This is an optimization exercise on Yosys and OpenROAD, whose aim is small area, a short achievable clock period and few clock cycles, not a production implementation. Only simulation tests tie the RTL to the original design; equivalence was not proved. No activity file was given, so power comes from the tool's default toggle rates.

== run A ==
## dither_core
module dither_core (
    input             clk,
    input             rst,
    input             reg_we,
    input      [2:0]  reg_addr,
    input      [31:0] reg_wdata,
    output reg [31:0] reg_rdata,
    output     [31:0] src_addr,
    input      [7:0]  src_data,
    output     [31:0] dst_raddr,
    input      [7:0]  dst_rdata,
    output            dst_we,
    output     [31:0] dst_waddr,
    output     [7:0]  dst_wdata,
    output            rnd_take,
    input      [8:0]  rnd_data
);
Size in the first run: about 210 flip-flops, about 200 I/O pins, about 0.020 mm2 of cells after synthesis.
==> flow/config.mk <==
export PLATFORM = sky130hd
export DESIGN_NAME = dither_core
export DESIGN_NICKNAME = dither_core
export VERILOG_FILES = /design/flow/design.v
export SDC_FILE = /design/flow/constraint.sdc
export NUM_CORES = 4
export LEC_CHECK = 0
export ABC_AREA = 1
export CAP_MARGIN = 20
export CORE_MARGIN = 2
export CORE_UTILIZATION = 40
export PLACE_DENSITY = 0.6
export SLEW_MARGIN = 20
==> flow/constraint.sdc <==
create_clock -name core_clock -period 40.0 [get_ports {clk}]
set_input_delay 8.0000 -clock core_clock [delete_from_list [all_inputs] [get_ports {clk}]]
set_output_delay 8.0000 -clock core_clock [all_outputs]
set_load 0.01 [all_outputs]
standard.sh (not shown) runs the stock make flow with config.mk's settings and CLKGATE_MAP_FILE= SYNTH_SCRIPT=/design/flow/synth_recipe.tcl, a recipe that flattens the netlist after the stock synthesis.
==> flow/flow/run.sh <==
#!/bin/bash
# The standard layout (standard.sh, unchanged synthesis and steps) with these
# ORFS settings changed:
#  - the port buffers are plain buf_2 cells instead of the flow's default delay
#    cells (every input and output port still gets its buffer);
#  - clock tree synthesis builds the tree from clkbuf_4/clkbuf_8 cells and
#    inserts no dummy loads;
#  - repair_timing keeps working on paths until their slack is 23.5 ns, so the
#    register-port and port-to-port paths get sized up.
set -euo pipefail
export BUFFER_PORTS_ARGS="-buffer_cell sky130_fd_sc_hd__buf_2"
export CTS_ARGS="-sink_clustering_enable -repair_clock_nets -buf_list {sky130_fd_sc_hd__clkbuf_4 sky130_fd_sc_hd__clkbuf_8} -dont_use_dummy_load"
export SETUP_SLACK_MARGIN=23.5
bash standard.sh > standard.log 2>&1
Testbench counts of run A, summed over its fixed seeds: cycles 93,702.
Changes in run B relative to run A:
- PLACE_DENSITY: 0.6 -> 0.75
- SLEW_MARGIN: 20 -> 60
- CORE_UTILIZATION: 40 -> 60
-- flow/flow/run.sh --
<<< run A, line 2
# The standard layout (standard.sh, unchanged synthesis and steps) with these
# ORFS settings changed:
>>> run B, line 2
# The standard layout (standard.sh, unchanged synthesis and steps) with two
# settings of the ORFS flow changed:
<<< run A, line 7
#    inserts no dummy loads;
#  - repair_timing keeps working on paths until their slack is 23.5 ns, so the
#    register-port and port-to-port paths get sized up.
>>> run B, line 7
#    inserts no dummy loads.
<<< run A, line 13
export SETUP_SLACK_MARGIN=23.5
>>> run B, line 11
==> run notes <==
Run B: flow completed, timing, DRC and antenna clean
Starting utilization of the core area (run B over run A): increase, 20 points
~same maximum count of clock buffers along a single path in run A and run B
Run B vs. run A: arrival time of the worst setup path now larger, fraction of final layout cells sized beyond drive strength 1 now smaller, final worst-path cycle share now larger.
Of the two candidates, run A has the worse die area and run B the better one.
[inputs] run C vs run B
- swapping 60 for 20 in SLEW_MARGIN
- putting CTS_BUF_LIST at sky130_fd_sc_hd__clkbuf_4 sky130_fd_sc_hd__clkbuf_8 where nothing was set
- swapping 60 for 40 in CORE_UTILIZATION
- swapping 0.75 for 0.6 in PLACE_DENSITY
==> flow/run.sh (new file) <==
#!/bin/bash
# synth_recipe.tcl (not shown) runs the flow's synth.tcl, then flattens the netlist and writes it again
# the make line also repeats each setting of config.mk as NAME=value (left out here)
make -C /OpenROAD-flow-scripts/flow DESIGN_CONFIG=/design/flow/config.mk WORK_HOME=/design/flow/orfs CLKGATE_MAP_FILE= SYNTH_SCRIPT=/design/flow/synth_recipe.tcl finish
removed: flow/flow/run.sh
removed: flow/standard.sh
--- outcome ---
Run C went all the way through synthesis, placement and routing and the layout is clean on timing, DRC and antenna. Summary — final critical delay including setup and external delays, run C relative to run B: higher, by 0.92 ns. As far as flip-flop and latch count goes, run C and run B are indistinguishable; the numbers are identical. Area enclosed by the die boundary grows by more than a quarter when moving from run B to run C. Overall fraction of global-route tracks in use (run C over run B): decrease, 9.0 points. Compare run B and run C | sequential share of layout area lower: run C. Looking at number of iterations in the first detailed-routing pass, run C sits below run B. Run C vs run B, growth of design area from synthesis to finish went up by 8.4 points. The detailed-route wire length in run C is 1.11 times that in run B. For post-route cell area, dividing the value from run B by the value from run C gives 0.928. Global-route wire length before repair: higher on run C. Delta(met3 track demand over resource, run C - run B) < 0.


Setup of the reference run:
Another version of the RTL of dither_core (not shown whole).
Size in the first run: roughly 2800 cells after synthesis, roughly 210 flip-flops, roughly 200 I/O pins, ~0.020 mm^2 of cells after synthesis.
Design dither_core, start of the top module:
module dither_core (
    input             clk,
    input             rst,
    input             reg_we,
    input      [2:0]  reg_addr,
    input      [31:0] reg_wdata,
    output reg [31:0] reg_rdata,
    output     [31:0] src_addr,
    input      [7:0]  src_data,
    output     [31:0] dst_raddr,
    input      [7:0]  dst_rdata,
    output            dst_we,
    output     [31:0] dst_waddr,
    output     [7:0]  dst_wdata,
    output            rnd_take,
    input      [8:0]  rnd_data
);
    localparam OP_FIXTHR   = 4'h1;
    localparam OP_NOISETHR = 4'h2;
    localparam OP_RANDOM   = 4'h3;
    localparam OP_PATTERN  = 4'h4;
    localparam OP_ORDERED  = 4'h5;
    localparam OP_SIMPLEED = 4'h6;
    localparam OP_FSED     = 4'h7;
    localparam OP_SATADD   = 4'h8;
    localparam OP_TMRD     = 4'h9;
    localparam OP_PBRD     = 4'hA;
    localparam OP_CMPTHR   = 4'hB;
    localparam E_NONE       = 3'd0;
    localparam E_ILLEGAL    = 3'd1;
    localparam E_SELECTOR   = 3'd2;
    localparam E_DEGENERATE = 3'd3;
    localparam E_INDEX      = 3'd4;
    localparam [2:0] X_IDLE = 3'd0;
    localparam [2:0] X_RUN  = 3'd1;    
    localparam [2:0] X_LAST = 3'd2;    
    localparam [2:0] X_FPRO = 3'd3;    
    localparam [2:0] X_FA   = 3'd4;    
    localparam [2:0] X_FB   = 3'd5;    
    localparam [2:0] X_PAT  = 3'd6;    
    localparam [1:0] B_L = 2'd0;       
    localparam [1:0] B_U = 2'd1;       
    localparam [1:0] B_D = 2'd2;       
    localparam [1:0] M_STAY = 2'd0;
    localparam [1:0] M_INC  = 2'd1;
    localparam [1:0] M_B    = 2'd2;
    localparam [5:0] P_F1 = 6'd0,  P_F2 = 6'd1,  P_F3 = 6'd2,  P_F4 = 6'd3,
                     P_F5 = 6'd4,  P_F6 = 6'd5,  P_F7 = 6'd6,  P_F8 = 6'd7,
                     P_F9 = 6'd8,  P_S1F = 6'd9,
                     P_I1 = 6'd10, P_I2 = 6'd11, P_I3 = 6'd12, P_I4 = 6'd13,
                     P_I5 = 6'd14, P_I6 = 6'd15, P_S1I = 6'd16,
                     P_S1B = 6'd17, P_S2 = 6'd18, P_S2B = 6'd19, P_S3 = 6'd20,
                     P_S4 = 6'd21, P_L1 = 6'd22, P_L2O = 6'd23, P_L2OLB = 6'd24,
  ...
Settings: LEC_CHECK=0, ABC_AREA=1, CAP_MARGIN=20, CORE_MARGIN=2, CORE_UTILIZATION=60, PLACE_DENSITY=0.75, SLEW_MARGIN=20; clock period 40.0 ns.
==> flow/flow/run.sh <==
#!/bin/bash
# The standard layout (standard.sh, unchanged synthesis and steps) with these
# ORFS settings changed:
#  - the port buffers are plain buf_1 cells instead of the flow's default delay
#    cells (every input and output port still gets its buffer);
#  - clock tree synthesis builds the tree from clkbuf_4/clkbuf_8 cells and
#    inserts no dummy loads;
#  - repair_timing keeps working on paths until their slack is 22.5 ns, so the
#    register-port and port-to-port paths get sized up.
set -euo pipefail
export BUFFER_PORTS_ARGS="-buffer_cell sky130_fd_sc_hd__buf_1"
export CTS_ARGS="-sink_clustering_enable -repair_clock_nets -buf_list {sky130_fd_sc_hd__clkbuf_4 sky130_fd_sc_hd__clkbuf_8} -dont_use_dummy_load"
export SETUP_SLACK_MARGIN=22.5
bash standard.sh > standard.log 2>&1
Testbench counts of the reference run, summed over its fixed seeds: cycles 93,702.
For the trial run, these inputs were changed with respect to the reference run:
==> flow/flow/run.sh <==
#!/bin/bash
# The standard layout (standard.sh, unchanged synthesis and steps) with these
# ORFS settings changed:
#  - the port buffers are plain buf_2 cells instead of the flow's default delay
#    cells (every input and output port still gets its buffer);
#  - clock tree synthesis builds the tree from clkbuf_4/clkbuf_8 cells and
#    inserts no dummy loads;
#  - repair_timing keeps working on paths until their slack is 23.5 ns, so the
#    register-port and port-to-port paths get sized up.
set -euo pipefail
export BUFFER_PORTS_ARGS="-buffer_cell sky130_fd_sc_hd__buf_2"
export CTS_ARGS="-sink_clustering_enable -repair_clock_nets -buf_list {sky130_fd_sc_hd__clkbuf_4 sky130_fd_sc_hd__clkbuf_8} -dont_use_dummy_load"
export SETUP_SLACK_MARGIN=23.5
bash standard.sh > standard.log 2>&1
Of the trial run and the reference run, the reference run shows the lower count of cell instances traversed by the critical path, with the trial run above it. Net load switching power: the reference run vs the trial run, no meaningful difference. Final-layout worst hold slack on the trial run is ahead of the reference run.


run 2:
RTL: one of the versions met above, not the one the previous note started from.
Size in the first run: roughly 210 flip-flops, roughly 200 I/O pins, about 20000 µm² of cells after synthesis.
// dither_core
module dither_core (
    input             clk,
    input             rst,
    input             reg_we,
    input      [2:0]  reg_addr,
    input      [31:0] reg_wdata,
    output reg [31:0] reg_rdata,
    output     [31:0] src_addr,
    input      [7:0]  src_data,
    output     [31:0] dst_raddr,
    input      [7:0]  dst_rdata,
    output            dst_we,
    output     [31:0] dst_waddr,
    output     [7:0]  dst_wdata,
    output            rnd_take,
    input      [8:0]  rnd_data
);
Settings: LEC_CHECK=0, ABC_AREA=1, CAP_MARGIN=20, CORE_MARGIN=2, CORE_UTILIZATION=40, PLACE_DENSITY=0.6, SLEW_MARGIN=20; clock period 40.0 ns.
==> flow/flow/run.sh <==
#!/bin/bash
# The standard layout (standard.sh, unchanged synthesis and steps) with these
# ORFS settings changed:
#  - the port buffers are plain buf_2 cells instead of the flow's default delay
#    cells (every input and output port still gets its buffer);
#  - clock tree synthesis builds the tree from clkbuf_4/clkbuf_8 cells and
#    inserts no dummy loads;
#  - repair_timing keeps working on paths until their slack is 22.5 ns, so the
#    register-port and port-to-port paths get sized up.
set -euo pipefail
export BUFFER_PORTS_ARGS="-buffer_cell sky130_fd_sc_hd__buf_2"
export CTS_ARGS="-sink_clustering_enable -repair_clock_nets -buf_list {sky130_fd_sc_hd__clkbuf_4 sky130_fd_sc_hd__clkbuf_8} -dont_use_dummy_load"
export SETUP_SLACK_MARGIN=22.5
bash standard.sh > standard.log 2>&1
In summary, run 2 completed successfully, with a layout that passed the timing, DRC and antenna checks.
Testbench counts of run 2, summed over its fixed seeds: cycles 93,702.
The following lists how run 3 was set up differently from run 2:
==> flow/flow/run.sh <==
#!/bin/bash
# The standard layout (standard.sh, unchanged synthesis and steps) with two
# settings of the ORFS flow changed:
#  - the port buffers are plain buf_2 cells instead of the flow's default delay
#    cells (every input and output port still gets its buffer);
#  - clock tree synthesis builds the tree from clkbuf_4/clkbuf_8 cells and
#    inserts no dummy loads.
set -euo pipefail
export BUFFER_PORTS_ARGS="-buffer_cell sky130_fd_sc_hd__buf_2"
export CTS_ARGS="-sink_clustering_enable -repair_clock_nets -buf_list {sky130_fd_sc_hd__clkbuf_4 sky130_fd_sc_hd__clkbuf_8} -dont_use_dummy_load"
bash standard.sh > standard.log 2>&1
==> run notes <==
Summary of run 3 over run 2: setup slack -0.67 ns; standby leakage power lost about 0.9%; sequential cell count level. Taking run 2 as the reference, in run 3 highest fanout seen on the critical path went up by 5, area growth from synthesis to layout went down by 1.4 points, post-layout utilization of the core went down by 0.57 points. Total number of vias essentially unchanged between run 2 and run 3. Changes observed in run 3 relative to run 2: worst vdd rail ir drop increased about 2.4%; worst max-slew margin expressed relative to the limit shrank by 2.5 points.

## what the ideal ports hide
The flow's constraints put no driver on any port. The routed layouts listed below were extracted and timed again, unchanged, in two steps. Step 1 (the two cells are an assumption about what drives the block):
set clk [get_ports {clk}]
set_driving_cell -lib_cell sky130_fd_sc_hd__clkbuf_16 $clk
set_driving_cell -lib_cell sky130_fd_sc_hd__buf_2 [delete_from_list [all_inputs] $clk]
Step 2 moves the port delays by t, midway between the first and last clock arrival at a register: inputs arrive t later, outputs are due t later. That takes back most of the time a late clock gives input paths. a / b / c = no drivers / after step 1 / after step 2; a / b = the first two.
| run | t, ns | setup slack, ns | hold slack, ns | worst slew at a driven data input, ns |
|---|---|---|---|---|
| run A | 0.654 | 22.703 / 22.662 / 22.662 | 0.471 / 0.471 / 0.471 | 0.06 |
| run B | 0.609 | 22.123 / 22.073 / 22.170 | 0.454 / 0.454 / 0.454 | 0.04 |
| run C | 0.686 | 21.206 / 21.166 / 21.166 | 0.459 / 0.459 / 0.459 | 0.06 |
| the reference run | 0.603 | 22.510 / 22.490 / 22.490 | 0.450 / 0.450 / 0.450 | 0.04 |
| the trial run | 0.603 | 22.854 / 22.811 / 22.811 | 0.469 / 0.469 / 0.469 | 0.06 |
| run 2 | 0.648 | 22.579 / 22.557 / 22.557 | 0.455 / 0.455 / 0.455 | 0.05 |
| run 3 | 0.647 | 21.909 / 21.852 / 21.934 | 0.455 / 0.455 / 0.455 | 0.05 |
After both steps setup and hold are still met in every run listed. For the trial run, which loses most, drivers alone change the setup slack by -0.043 ns; drivers and shift together by -0.043 ns.
